Background: an optimization exercise with open tools, aiming at small area. Do not read the settings as production practice.
Function was checked by simulation only, so behaviour that the tests miss may differ from the original.
No activity file was given, so power comes from the tool's default toggle rates.

==> flow/design.v (excerpt) <==
module bcd_clock_core (
    input  wire        clk,
    input  wire        rst,         
    input  wire        cmd_valid,
    input  wire [31:0] cmd,
    input  wire [31:0] now,
    output wire        cmd_ready,
    output wire        bus_req,
    output wire        bus_we,
    output wire [7:0]  bus_addr,
    output wire [7:0]  bus_wdata,
    input  wire        bus_done,
    input  wire [7:0]  bus_rdata,
    input  wire        bus_err,
    output wire [3:0]  led_hour,
    output wire [5:0]  led_min,
    output wire [15:0] pwm,
    output wire [15:0] result,
    output wire [7:0]  status
);
    localparam [3:0] S_IDLE    = 4'd0,
                     S_ENC     = 4'd1,    
                     S_DIV_RES = 4'd2,    
                     S_DIV_PWM = 4'd3,    
                     S_INCH_RH = 4'd4,    
                     S_INCH_WH = 4'd5,    
                     S_INCM_RM = 4'd6,    
                     S_CAR_RH  = 4'd7,    
                     S_CAR_WH  = 4'd8,    
                     S_INCM_WM = 4'd9,    
                     S_SYNC_WH = 4'd10,
                     S_SYNC_WM = 4'd11,
                     S_SYNC_WS = 4'd12,
                     S_REF_RH  = 4'd13,
                     S_REF_RM  = 4'd14,
                     S_REF_RS  = 4'd15;
    function [6:0] encode6;      
        input [5:0] v;
        begin
            case (v)
                6'd0: encode6 = 7'h00;
                6'd1: encode6 = 7'h01;
                6'd2: encode6 = 7'h02;
                6'd3: encode6 = 7'h03;
                6'd4: encode6 = 7'h04;
                6'd5: encode6 = 7'h05;
                6'd6: encode6 = 7'h06;
                6'd7: encode6 = 7'h07;
                6'd8: encode6 = 7'h08;
                6'd9: encode6 = 7'h09;
                6'd10: encode6 = 7'h10;
                6'd11: encode6 = 7'h11;
                6'd12: encode6 = 7'h12;
                6'd13: encode6 = 7'h13;
                6'd14: encode6 = 7'h14;
                6'd15: encode6 = 7'h15;
                6'd16: encode6 = 7'h16;
                6'd17: encode6 = 7'h17;
                6'd18: encode6 = 7'h18;
                6'd19: encode6 = 7'h19;
                6'd20: encode6 = 7'h20;
                6'd21: encode6 = 7'h21;
                6'd22: encode6 = 7'h22;
  ...
For scale: ~5800 µm² of cells after synthesis.
Settings: LEC_CHECK=0, ABC_AREA=1, CAP_MARGIN=20, CORE_MARGIN=2, CORE_UTILIZATION=40, SLEW_MARGIN=20; clock period 20.0 ns.
standard.sh (not shown) runs the stock make flow with config.mk's settings and CLKGATE_MAP_FILE= SYNTH_SCRIPT=/design/flow/synth_recipe.tcl, a recipe that flattens the netlist after the stock synthesis.
==> flow/flow/run.sh <==
#!/bin/bash
set -euo pipefail
cd "$(dirname "$0")/.."
W=$PWD
R=$W/orfs/results/$FLOW_PLATFORM/bcd_clock_core/base
bash standard.sh synth > synth.log 2>&1
cp $R/1_2_yosys.v $W/1_2_yosys_standard.v
REABC_LIB=$FLOW_HOME/platforms/$FLOW_PLATFORM/lib/sky130_fd_sc_hd__tt_025C_1v80.lib \
REABC_IN=$W/1_2_yosys_standard.v REABC_OUT=$R/1_2_yosys.v \
REABC_SCRIPT=$W/flow/abc.script REABC_STAT=$W/reabc_stat.txt \
  yosys -c $W/flow/reabc.tcl > reabc.log 2>&1
rm -f $R/1_synth.odb $R/1_synth.sdc
bash standard.sh BUFFER_PORTS_ARGS="-buffer_cell sky130_fd_sc_hd__buf_1" finish > layout.log 2>&1
==> flow/flow/abc.script <==
strash
&get -n
&deepsyn -T 30
&dch -f
&nf -R 1000
&put
==> flow/flow/reabc.tcl <==
# Re-map the combinational logic of the standard synthesis netlist with a
# stronger ABC script. Flip-flops are kept as they are (same instances, names
# and cell types); only the gates between them are re-optimised.
set lib $::env(REABC_LIB)
yosys read_liberty -ignore_miss_func $lib
yosys blackbox sky130_fd_sc_hd__*df* sky130_fd_sc_hd__*dl*
yosys read_verilog $::env(REABC_IN)
yosys hierarchy -top $::env(FLOW_TOP)
yosys flatten
yosys rename -hide w:* x:* %d
yosys opt_clean -purge
yosys opt -purge
yosys abc -script $::env(REABC_SCRIPT) -liberty $lib -dont_use *lpflow* -dont_use *probe*
yosys splitnets
yosys opt_clean -purge
yosys hilomap -hicell sky130_fd_sc_hd__conb_1 HI -locell sky130_fd_sc_hd__conb_1 LO
yosys opt_clean -purge
yosys tee -o $::env(REABC_STAT) stat -liberty $lib
yosys write_verilog -noattr -noexpr -nohex -nodec $::env(REABC_OUT)
Rerun with:
--- a/flow/design.v
+++ b/flow/design.v
@@ -327,30 +327,27 @@
             4'h8, 4'h9, 4'hA,
             4'hB, 4'hD:             legal = rsv0 && (sel == 2'd0) && ab0 && c0;
             4'hC:                   legal = rsv0 && (sel == 2'd0);
             default:                legal = 1'b0;
         endcase
     end
     reg [7:0] dlo;
-    reg       bw, z0, z1;
+    reg       bw, hz;
     integer   k;
     always @(*) begin
         bw = 1'b0;
         for (k = 0; k < 8; k = k + 1) begin
             dlo[k] = now[k] ^ last_ts[k] ^ bw;
             bw = (!now[k] & last_ts[k]) | (bw & !(now[k] ^ last_ts[k]));
         end
-        z0 = !bw;        
-        z1 = bw;         
-        for (k = 8; k < 32; k = k + 1) begin
-            {z0, z1} = {(now[k] ~^ last_ts[k]) ? z0 : (z1 & now[k]),
-                        (now[k] ^ last_ts[k]) & z1 & !now[k]};
-        end
+        hz = ((now[8] ~^ last_ts[8]) == !bw);
+        for (k = 9; k < 32; k = k + 1)
+            hz = hz & ((now[k] ~^ last_ts[k]) == (now[k-1] | !last_ts[k-1]));
     end
-    wire accept = !last_valid || !(z0 || z1) || gt8(dlo, 8'd200);
+    wire accept = !last_valid || !hz || gt8(dlo, 8'd200);
     wire c_big = gt8(fc, 8'd59);
     wire b_big = gt8(fb, 8'd59);
     wire [7:0] dec_in   = idle ? fc : bus_rdata;
     wire       dec_hour = idle ? (sel == 2'd0) : (addr == 2'd2);
     wire [6:0] dec_v    = dec_tab({dec_hour ? 1'b0 : dec_in[6], dec_in[5:0]});
     wire       dec_big  = gt8({1'b0, dec_v}, 8'd59);
     wire [10:0] dst   = (state == S_DIV_RES) ? result_r : pwm_r;
- via count increases slightly
- synthesized cell count hardly moves
- wire length increases by a few percent
- critical path depth is unchanged
- utilization decreases by 0.76 points

---

Another version of the RTL of bcd_clock_core (not shown whole).
Size in the first run: about 620 cells after synthesis, about 150 I/O pins.
export LEC_CHECK = 0
export ABC_AREA = 1
export CAP_MARGIN = 20
export CORE_MARGIN = 2
export CORE_UTILIZATION = 40
export CTS_BUF_LIST = sky130_fd_sc_hd__clkbuf_8
export SLEW_MARGIN = 20
create_clock -name core_clock -period 20.0 [get_ports {clk}]
==> flow/flow/run.sh <==
#!/bin/bash
set -euo pipefail
cd "$(dirname "$0")/.."
W=$PWD
R=$W/orfs/results/$FLOW_PLATFORM/bcd_clock_core/base
LIB=$FLOW_HOME/platforms/$FLOW_PLATFORM/lib/sky130_fd_sc_hd__tt_025C_1v80.lib
bash standard.sh synth > synth.log 2>&1
cp $R/1_2_yosys.v $W/1_2_yosys_standard.v
best=""
best_area=""
pids=()
for s in 1 2 3 4; do
  mkdir -p $W/reabc_$s
  printf 'strash\n&get -n\n&deepsyn -T 60 -S %s\n&dch -f\n&nf -R 1000\n&put\n' $s > $W/reabc_$s/abc.script
  ( cd $W/reabc_$s && REABC_LIB=$LIB REABC_IN=$W/1_2_yosys_standard.v REABC_OUT=$W/reabc_$s/out.v \
      REABC_SCRIPT=$W/reabc_$s/abc.script REABC_STAT=$W/reabc_$s/stat.txt \
      yosys -c $W/flow/reabc.tcl > $W/reabc_$s.log 2>&1 ) &
  pids+=($!)
done
for p in "${pids[@]}"; do wait $p || true; done
for s in 1 2 3 4; do
  a=$(grep "Chip area" $W/reabc_$s/stat.txt 2>/dev/null | awk '{print $NF}' || true)
  [[ -n "$a" && -s $W/reabc_$s/out.v ]] || continue
  if [[ -z "$best" ]] || awk -v a=$a -v b=$best_area 'BEGIN{exit !(a<b)}'; then best=$s; best_area=$a; fi
done
echo "re-mapped netlist: seed $best, area $best_area" > reabc_choice.log
if [[ -n "$best" ]]; then
  cp $W/reabc_$best/out.v $R/1_2_yosys.v
  rm -f $R/1_synth.odb $R/1_synth.sdc
fi
bash standard.sh BUFFER_PORTS_ARGS="-buffer_cell sky130_fd_sc_hd__buf_1" \
  CTS_ARGS="-sink_clustering_enable -repair_clock_nets -buf_list sky130_fd_sc_hd__clkbuf_8 -dont_use_dummy_load" \
  finish > layout.log 2>&1
Scripts as last shown in full above: flow/flow/reabc.tcl
The baseline passed the timing, design-rule and antenna checks.
Next try:
--- a/flow/design.v
+++ b/flow/design.v
@@ -321,69 +321,71 @@
     integer   k;
     always @(*) begin
         bw = 1'b0;
         for (k = 0; k < 8; k = k + 1) begin
             dlo[k] = now[k] ^ last_ts[k] ^ bw;
             bw = (!now[k] & last_ts[k]) | (bw & !(now[k] ^ last_ts[k]));
         end
         hz = ((now[8] ~^ last_ts[8]) == !bw);
         for (k = 9; k < 32; k = k + 1)
             hz = hz & ((now[k] ~^ last_ts[k]) == (now[k-1] | !last_ts[k-1]));
     end
     wire accept = !last_valid || !hz || gt8(dlo, 8'd200);
-    wire [3:0] t12 = to12(op[3] ? fa : fc);
     wire c_big = gt8(fc, 8'd59);
     wire b_big = gt8(fb, 8'd59);
     wire [7:0] dec_in   = idle ? fc : bus_rdata;
     wire       dec_hour = idle ? (sel == 2'd0) : (addr == 2'd2);
     wire [6:0] dec_v    = dec_tab({dec_hour ? 1'b0 : dec_in[6], dec_in[5:0]});
     wire       dec_big  = gt8({1'b0, dec_v}, 8'd59);
-    wire        nb    = (sb[3:0] >= 4'd5) && (sb[3:0] != 4'd8);
-    wire [7:0]  r2    = {sr, sa, nb};
+    wire [10:0] dst   = (state == S_DIV_RES) ? result_r : pwm_r;
+    wire [7:0]  r2    = {sr, sa, dst[10]};
     wire        ge    = gt8(r2, 8'd117);
     wire [7:0]  r2s   = add8(r2, 8'd138, 1'b0);
     wire [6:0]  rnext = ge ? r2s[6:0] : r2[6:0];
     wire [7:0]  inc_v = add8({1'b0, dec_v}, 8'd0, 1'b1);
-    wire [7:0]  cnt_n = add8({4'd0, sb[3:0]}, 8'd0, 1'b1);
+    wire [7:0]  cnt_n = add8({2'd0, sb}, 8'd0, 1'b1);
     always @(posedge clk) begin
         if (rst) begin
             state      <= S_IDLE;
             last_valid <= 1'b0;
             out_hour   <= 4'd0;
             out_min    <= 6'd0;
             pwm_r      <= 11'd0;
             result_r   <= 11'd0;
             dom_err    <= 1'b0;
             bus_err_f  <= 1'b0;
             ill_err    <= 1'b0;
             acc        <= 1'b0;
         end else begin
             case (state)
                 S_IDLE: if (cmd_valid) begin
                     sr <= 1'b0;
-                    sa <= (op == 4'hC) ? {2'd0, t12} : fc[5:0];
+                    sa <= (op == 4'hC) ? {2'd0, to12(fa)} : fc[5:0];
                     sb <= fb[5:0];
                     sc <= fc[5:0];
                     if (!legal) begin
                         ill_err <= 1'b1;
                     end else begin
                         case (op)
                             4'h1: result_r <= {4'd0, dec_v};
                             4'h2: if (c_big) dom_err <= 1'b1;
                                   else state <= S_ENC;
-                            4'h3, 4'h4: result_r <= {7'd0, t12};
+                            4'h3, 4'h4: result_r <= {7'd0, to12(fc)};
                             4'h5: if (c_big) dom_err <= 1'b1;
                                   else result_r <= {5'd0, fc[5:0]};
                             4'h6: if (c_big) dom_err <= 1'b1;
-                                  else state <= S_DIV_RES;
+                                  else begin
+                                      result_r <= 11'd59;
+                                      state <= S_DIV_RES;
+                                  end
                             4'h7: begin
                                 acc      <= accept;
                                 result_r <= {10'd0, accept};
                                 if (accept) begin
                                     last_ts    <= now;
                                     last_valid <= 1'b1;
                                 end
                             end
                             4'h8: state <= S_INCH;
                             4'h9: state <= S_INCM;
                             4'hA, 4'hB: begin
                                 acc <= accept;
@@ -409,48 +411,49 @@
                             default: ;
                         endcase
                     end
                 end
                 S_ENC: begin
                     result_r <= {4'd0, encode6(sa)};
                     state    <= S_IDLE;
                 end
                 S_DIV_RES, S_DIV_PWM: begin
                     {sr, sa} <= rnext;
                     if (state == S_DIV_RES) result_r <= {result_r[9:0], ge};
                     else                    pwm_r    <= {pwm_r[9:0], ge};
-                    sb[3:0] <= cnt_n[3:0];
-                    if (sb[3:0] == 4'd10) state <= S_IDLE;
+                    sb <= cnt_n[5:0];
+                    if (sb == 6'd10) state <= S_IDLE;
                 end
                 default: if (!sbus) begin
                     state <= S_IDLE;
                 end else if (bus_done) begin
                     state <= last_phase ? S_IDLE : {state[4:2], phase[1] ^ phase[0], !phase[0]};
                     if (bus_err) begin
                         bus_err_f <= 1'b1;
                         state     <= S_IDLE;
                     end else if (mode == 2'd3) begin
                         if (phase == 2'd0) begin
                             sb[3:0] <= to12({1'b0, dec_v});
                         end else if (phase == 2'd1) begin
                             sc    <= dec_v[5:0];
                             sa[0] <= dec_big;
                         end else if (sa[0] || dec_big) begin
                             dom_err <= 1'b1;
                         end else begin
                             out_hour <= sb[3:0];
                             out_min  <= sc;
                             sr       <= 1'b0;
                             sa       <= dec_v[5:0];
                             sb       <= 6'd0;
+                            pwm_r    <= 11'd59;
                             state    <= S_DIV_PWM;
                         end
                     end else if (mode == 2'd2) begin
                         sa <= sb;
                         sb <= sc;
                     end else if (!we) begin
                         if (addr[1]) begin
                             if (gt8({1'b0, dec_v}, 8'd23)) begin
                                 dom_err <= 1'b1;
                                 state   <= S_IDLE;
                             end else begin
                                 sa <= (dec_v == 7'd23) ? 6'd0 : inc_v[5:0];
After rerunning: Routed wire length increases by 2.4%; core utilization stays flat; power rose by 120%; die area goes up by 0.47%; via count rises by 1.0%; global-route usage increases by 0.78 points; worst setup slack degrades by 0.16 ns.

[static timing again, ports no longer ideal]
In the flow no input, the clock included, has a driving cell. The finished layouts below were timed again as built, in two steps.
Step 1 (the two cells are an assumption about what drives the block):
set clk [get_ports {clk}]
set_driving_cell -lib_cell sky130_fd_sc_hd__clkbuf_16 $clk
set_driving_cell -lib_cell sky130_fd_sc_hd__buf_2 [delete_from_list [all_inputs] $clk]
Step 2 times the ports against the registers' clock, not the clock port: input delays grow and output delays shrink by t, the midpoint of the rising clock arrivals with the driver on.
Three values: no drivers, after step 1, after step 2; two values: the first two.
run	t, ns	setup slack, ns	hold slack, ns	worst setup path at the end	worst register clock-pin slew, ns
the first run of note 1	0.393	11.421 / 11.398 / 11.143	0.457 / 0.457 / 0.457	input to register	0.07 / 0.07
the second run of note 1	0.393	11.416 / 11.396 / 11.396	0.477 / 0.477 / 0.477	input to output	0.08 / 0.08
the first run of note 2	0.401	11.361 / 11.341 / 11.341	0.452 / 0.452 / 0.452	input to output	0.10 / 0.10
the second run of note 2	0.411	11.202 / 11.179 / 11.179	0.448 / 0.448 / 0.448	input to output	0.10 / 0.10
After both steps setup and hold are still met in every run listed. For the first run of note 1, which loses most, drivers alone change the setup slack by -0.023 ns; drivers and shift together by -0.278 ns.
